From an optimization exercise on the open Yosys and OpenROAD flow, aimed at small area; shortcuts taken in it are not production practice. In this exercise RTL edits were held to simulation tests only and were not proved equivalent to the original. No driver is modelled on the clock port, so clock power and skew are understated where the tree is cut down; a real chip needs a root buffer or a tree.

==> run a: inputs <==
Design wm_cycle_timer, start of the top module:
module wm_cycle_timer (
    input  wire       clk,
    input  wire       rst,
    input  wire [7:0] in_bus,
    input  wire       ev_start,
    input  wire       ev_reset,
    input  wire       ev_tick,
    input  wire       ev_refresh,
    output wire [3:0] led,
    output wire [7:0] duty,
    output wire [7:0] disp
);
    localparam [2:0] G_BLANK = 3'd0, G_0 = 3'd1, G_1 = 3'd3, G_2 = 3'd4,
                     G_E = 3'd6, G_N = 3'd7, G_DONE = 3'd5;
    wire valid, ext;
    wm_classify u_classify (.in_bus(in_bus), .valid(valid), .ext(ext));
    reg [6:0] e;           
    reg       tick_en;     
    reg       x;           
    reg       pend;        
    reg       reset_pend;
    reg       refresh_flag;
    reg [2:0] fg_latch;    
    reg [2:0] disp_code;
    reg       digit;
    wire finished = ~tick_en & x;
    wire h_start = ~reset_pend & ~tick_en & pend & valid;
    wire h_tick  = ~reset_pend &  tick_en & pend & valid;
    wire last    = ext ? (e == 7'd127) : (e >= 7'd95);
    wire done    = h_tick & last;
    wire tick_en_n = ~reset_pend & (h_start | (tick_en & ~done));
    always @(posedge clk) begin
        if (!tick_en)
            e <= 7'd0;
        else if (h_tick)
            e <= e + 7'd1;
    end
    always @(posedge clk) begin
  ...
==> module wm_pattern, before the edit <==
module wm_pattern (
    input  wire       active,   
    input  wire       x,        
    input  wire [6:0] e,        
    output wire [3:0] led,
    output wire [7:0] duty
);
    wire wash  = ~e[6] & ~e[5];
    wire rinse = (~e[6] & e[5]) | (e[6] & ~e[5] & x);
    wire spin  = ~wash & ~rinse;
    wire rev  = rinse | (spin & e[3]);
    wire fill = wash | (rinse & ~e[3]) | (spin & ~e[0]);
    wire q1   = e[2] ^ rev;
    wire q0   = e[1] ^ rev;
    wire on   = active & ~e[4];
    wire all  = active & e[4] & fill;
    assign led[0] = all | (on & ~q1 & ~q0);
    assign led[1] = all | (on & ~q1 &  q0);
    assign led[2] = all | (on &  q1 & ~q0);
    assign led[3] = all | (on &  q1 &  q0);
    wire w = active & wash, r = active & rinse, s = active & spin;
    assign duty = {~s, ~r & ~s, ~r & ~s, ~w & ~r, ~w & ~r, ~r & ~s, ~r, ~active};
endmodule
==> module wm_cycle_timer, before the edit <==
module wm_cycle_timer (
    input  wire       clk,
    input  wire       rst,
    input  wire [7:0] in_bus,
    input  wire       ev_start,
    input  wire       ev_reset,
    input  wire       ev_tick,
    input  wire       ev_refresh,
    output wire [3:0] led,
    output wire [7:0] duty,
    output wire [7:0] disp
);
    localparam [2:0] G_BLANK = 3'd0, G_0 = 3'd1, G_1 = 3'd3, G_2 = 3'd4,
                     G_E = 3'd6, G_N = 3'd7, G_DONE = 3'd5;
    wire valid, ext;
    wm_classify u_classify (.in_bus(in_bus), .valid(valid), .ext(ext));
    reg [6:0] e;           
    reg       tick_en;     
    reg       x;           
    reg       pend;        
    reg       reset_pend;
    reg       refresh_flag;
    reg [2:0] fg_latch;    
    reg [2:0] disp_code;
    reg       digit;
    wire finished = ~tick_en & x;
    wire h_start = ~reset_pend & ~tick_en & pend & valid;
    wire h_tick  = ~reset_pend &  tick_en & pend & valid;
    wire last    = ext ? (e == 7'd127) : (e >= 7'd95);
    wire done    = h_tick & last;
    wire tick_en_n = ~reset_pend & (h_start | (tick_en & ~done));
    always @(posedge clk) begin
        if (!tick_en)
            e <= 7'd0;
        else if (h_tick)
            e <= e + 7'd1;
    end
    always @(posedge clk) begin
        reset_pend <= ev_reset;
    end
    always @(posedge clk) begin
        if (rst) begin
            tick_en  <= 1'b0;
            x        <= 1'b0;
            pend     <= 1'b0;
        end else begin
            tick_en  <= tick_en_n;
            if (reset_pend)
                x <= x & ~tick_en;      
            else if (h_tick)
                x <= last | ext;        
            pend <= tick_en_n ? ev_tick : ev_start;
        end
    end
    wire fg_write = (fg_latch != G_BLANK);
    reg  [2:0] sample;
    always @* begin
        if (finished)
            sample = G_DONE;
        else if (digit)
            sample = ext ? G_E : G_N;
        else case (in_bus[1:0])
            2'd0: sample = G_0;
            2'd1: sample = G_1;
            2'd2: sample = G_2;
            default: sample = G_E;
        endcase
    end
    always @(posedge clk) begin
        if (rst) begin
            refresh_flag <= 1'b0;
            fg_latch     <= G_BLANK;
            disp_code    <= G_BLANK;
            digit        <= 1'b0;
        end else begin
            refresh_flag <= ev_refresh | (refresh_flag & fg_write);
            fg_latch     <= (refresh_flag & ~fg_write) ? sample : G_BLANK;
            if (fg_write) begin
                disp_code <= fg_latch;
                digit     <= ~digit;
            end
        end
    end
    wire [6:0] seg;
    wm_display u_display (.code(disp_code), .seg(seg));
    assign disp = {~digit & (disp_code != G_BLANK), seg};
    wm_pattern u_pattern (.active(tick_en), .x(x), .e(e), .led(led), .duty(duty));
endmodule
==> flow/config.mk <==
export PLATFORM = sky130hd
export DESIGN_NAME = wm_cycle_timer
export DESIGN_NICKNAME = wm_cycle_timer
export VERILOG_FILES = /design/flow/design.v
export SDC_FILE = /design/flow/constraint.sdc
export NUM_CORES = 4
export LEC_CHECK = 0
export ABC_AREA = 1
export CAP_MARGIN = 20
export CORE_AREA = 2 2 62 62
export DIE_AREA = 0 0 64 64
export SLEW_MARGIN = 20
==> flow/constraint.sdc <==
create_clock -name core_clock -period 10.0 [get_ports {clk}]
set_input_delay 2.0000 -clock core_clock [delete_from_list [all_inputs] [get_ports {clk}]]
set_output_delay 2.0000 -clock core_clock [all_outputs]
set_load 0.01 [all_outputs]
standard.sh (not shown) runs the stock make flow with config.mk's settings and CLKGATE_MAP_FILE= SYNTH_SCRIPT=/design/flow/synth_recipe.tcl, a recipe that flattens the netlist after the stock synthesis.
==> flow/flow/run.sh <==
#!/bin/bash
# Layout flow: the standard synthesis, its gates re-mapped for area (flops
# untouched), then the standard ORFS layout with single-strength port
# buffers and a clock tree whose root buffer is dropped (fix_clock.tcl).
set -euo pipefail
RES=orfs/results/${FLOW_PLATFORM}/wm_cycle_timer/base
STD_VARS=(
  "BUFFER_PORTS_ARGS=-buffer_cell sky130_fd_sc_hd__buf_1"
  "CTS_ARGS=-sink_clustering_enable -repair_clock_nets -dont_use_dummy_load -sink_clustering_size 30 -sink_clustering_max_diameter 200 -buf_list sky130_fd_sc_hd__clkbuf_4 -root_buf sky130_fd_sc_hd__clkbuf_4"
  "POST_CTS_TCL=$PWD/flow/fix_clock.tcl"
)
bash standard.sh "${STD_VARS[@]}" synth > synth.log 2>&1
cp $RES/1_2_yosys.v std_1_2_yosys.v
mkdir -p remap
(cd remap && bash ../flow/remap.sh ../std_1_2_yosys.v ../remapped.v "$FLOW_TOP") > remap.log 2>&1
cp remapped.v $RES/1_2_yosys.v
rm -f $RES/1_synth.odb
bash standard.sh "${STD_VARS[@]}" finish > layout.log 2>&1
==> flow/flow/abc/a10.abc <==
strash
dc2
balance
rewrite
refactor
balance
rewrite
rewrite -z
balance
refactor -z
rewrite -z
balance
&get -n
&dch -f
&nf -R 1000 -F 20 -A 20
&put
topo
==> flow/flow/abc/a11.abc <==
strash
dc2
balance
rewrite
refactor
balance
rewrite
rewrite -z
balance
refactor -z
rewrite -z
balance
&get -n
&dch -f
&nf -R 1000
&put
strash
dc2
&get -n
&dch -f
&nf -R 1000
&put
topo
==> flow/flow/abc/a7.abc <==
strash
resub -K 6
rewrite
resub -K 6 -N 2
refactor
resub -K 8
balance
resub -K 8 -N 2
rewrite
resub -K 10
rewrite -z
resub -K 10 -N 2
balance
resub -K 12
refactor -z
resub -K 12 -N 2
rewrite -z
balance
&get -n
&dch -f
&nf -R 1000
&put
topo
==> flow/flow/abc/a8.abc <==
strash
dc2
balance
rewrite
refactor
balance
rewrite
rewrite -z
balance
refactor -z
rewrite -z
balance
dc2
balance
rewrite
refactor
balance
rewrite
rewrite -z
balance
refactor -z
rewrite -z
balance
&get -n
&dch -f
&nf -R 1000
&put
topo
==> flow/flow/abc/a9.abc <==
strash
dc2
balance
rewrite
refactor
balance
rewrite
rewrite -z
balance
refactor -z
rewrite -z
balance
&get -n
&dch -f
&nf -R 1000 -E 100
&put
topo
Other scripts of this flow, unchanged in this note and not shown: flow/flow/abc/a1.abc, flow/flow/abc/a2.abc, flow/flow/abc/a3.abc, flow/flow/abc/a4.abc, flow/flow/abc/a5.abc, flow/flow/abc/a6.abc, flow/flow/fix_clock.tcl, flow/flow/remap.sh, flow/flow/seq_models.v
==> run b (differences from run a) <==
--- a/flow/design.v
+++ b/flow/design.v
@@ -18,8 +18,8 @@
     wire spin  = ~wash & ~rinse;
-    wire rev  = rinse | (spin & e[3]);
-    wire fill = wash | (rinse & ~e[3]) | (spin & ~e[0]);
-    wire q1   = e[2] ^ rev;
-    wire q0   = e[1] ^ rev;
-    wire on   = active & ~e[4];
-    wire all  = active & e[4] & fill;
+    wire       rev  = rinse | (spin & e[3]);
+    wire [1:0] p    = e[2:1] ^ {2{rev}};
+    wire       fill = wash | (rinse & ~e[3]) | (spin & ~e[0]);
+    wire on = active & ~e[4];
+    wire all = active & e[4] & fill;
+    wire q1 = e[2] ^ rev, q0 = e[1] ^ rev;
     assign led[0] = all | (on & ~q1 & ~q0);
@@ -60,4 +60,3 @@
 );
-    localparam [2:0] G_BLANK = 3'd0, G_0 = 3'd1, G_1 = 3'd3, G_2 = 3'd4,
-                     G_E = 3'd6, G_N = 3'd7, G_DONE = 3'd5;
+    localparam [2:0] G_BLANK = 3'd0, G_0 = 3'd1, G_1 = 3'd3, G_2 = 3'd4, G_E = 3'd6, G_N = 3'd7, G_DONE = 3'd5;
     wire valid, ext;
removed: flow/flow/abc/a10.abc
removed: flow/flow/abc/a11.abc
removed: flow/flow/abc/a7.abc
removed: flow/flow/abc/a8.abc
removed: flow/flow/abc/a9.abc
==> load_flow_metrics.sql <==
INSERT INTO impl_metrics (metric_group, metric, value, unit) VALUES
('sta', 'fin_worst_hold_slack', '0.473', 'ns'),
('sta', 'period_share', '0.407', ''),
('setup_path', 'critical-path-slowest-cell', 'sky130_fd_sc_hd__dfxtp_1', ''),
('sta', 'timing.final.crit_period', '4.07', 'ns'),
('sta', 'maxClockFrequency', '246', 'MHz'),
('setup_path', 'timing.rr.end', 'pend', ''),
('final_layout', 'nMultiInputCombCells', '76', ''),
('final_layout', 'layout.filler_cells', '376', ''),
('worst_hold_path', 'hold_depth', '1', ''),
('placed_design', 'place_hpwl', '1430', 'um'),
('status', 'run_status', 'timing/DRC/antenna clean', '');
-- figures above: run b

==> load_flow_metrics.sql <==
INSERT INTO impl_metrics (metric_group, metric, value, unit) VALUES
('sta', 'maxClockFrequency', '238', 'MHz'),
('placed_design', 'place_hpwl', '1460', 'um'),
('drt', 'met3_wirelength', '58', 'um'),
('final_layout', 'multi_input_area_share', '0.420', ''),
('setup_path', 'timing.rr.end', 'e[6]', ''),
('setup_path', 'critical-path-slowest-cell', 'sky130_fd_sc_hd__o21ai_0', ''),
('floorplanning', 'floorplan.die.width', '64', 'um'),
('final_layout', 'nMultiInputCombCells', '77', ''),
('sta', 'fin_worst_hold_slack', '0.496', 'ns'),
('status', 'run_status', 'timing/DRC/antenna clean', ''),
('worst_hold_path', 'hold_depth', '2', ''),
('sta', 'period_share', '0.420', '');
-- figures above: run a

-- separate check: timing with driven ports --
No port has a modelled driver above. Below, the same layouts with a new extraction and two added sets of constraints. Step 1 sets driving cells, clkbuf_16 on the clock port and buf_2 on the other inputs (assumed; they add their load-dependent delay and slew). Step 2 times the ports against the registers' clock, not the clock port: input delays grow and output delays shrink by t, the midpoint of the rising clock arrivals with the driver on. Slacks: ideal ports / drivers / drivers and shift; pairs: ideal ports / drivers.
| run | t, ns | setup WS [ns] | latest minus earliest clock arrival (ns) |
|---|---|---|---|
| run a | 0.184 | 5.795 / 5.769 / 5.954 | 0.005 / 0.005 |
| run b | 0.183 | 5.931 / 5.906 / 6.090 | 0.015 / 0.015 |
After both steps every run listed still meets setup and hold.
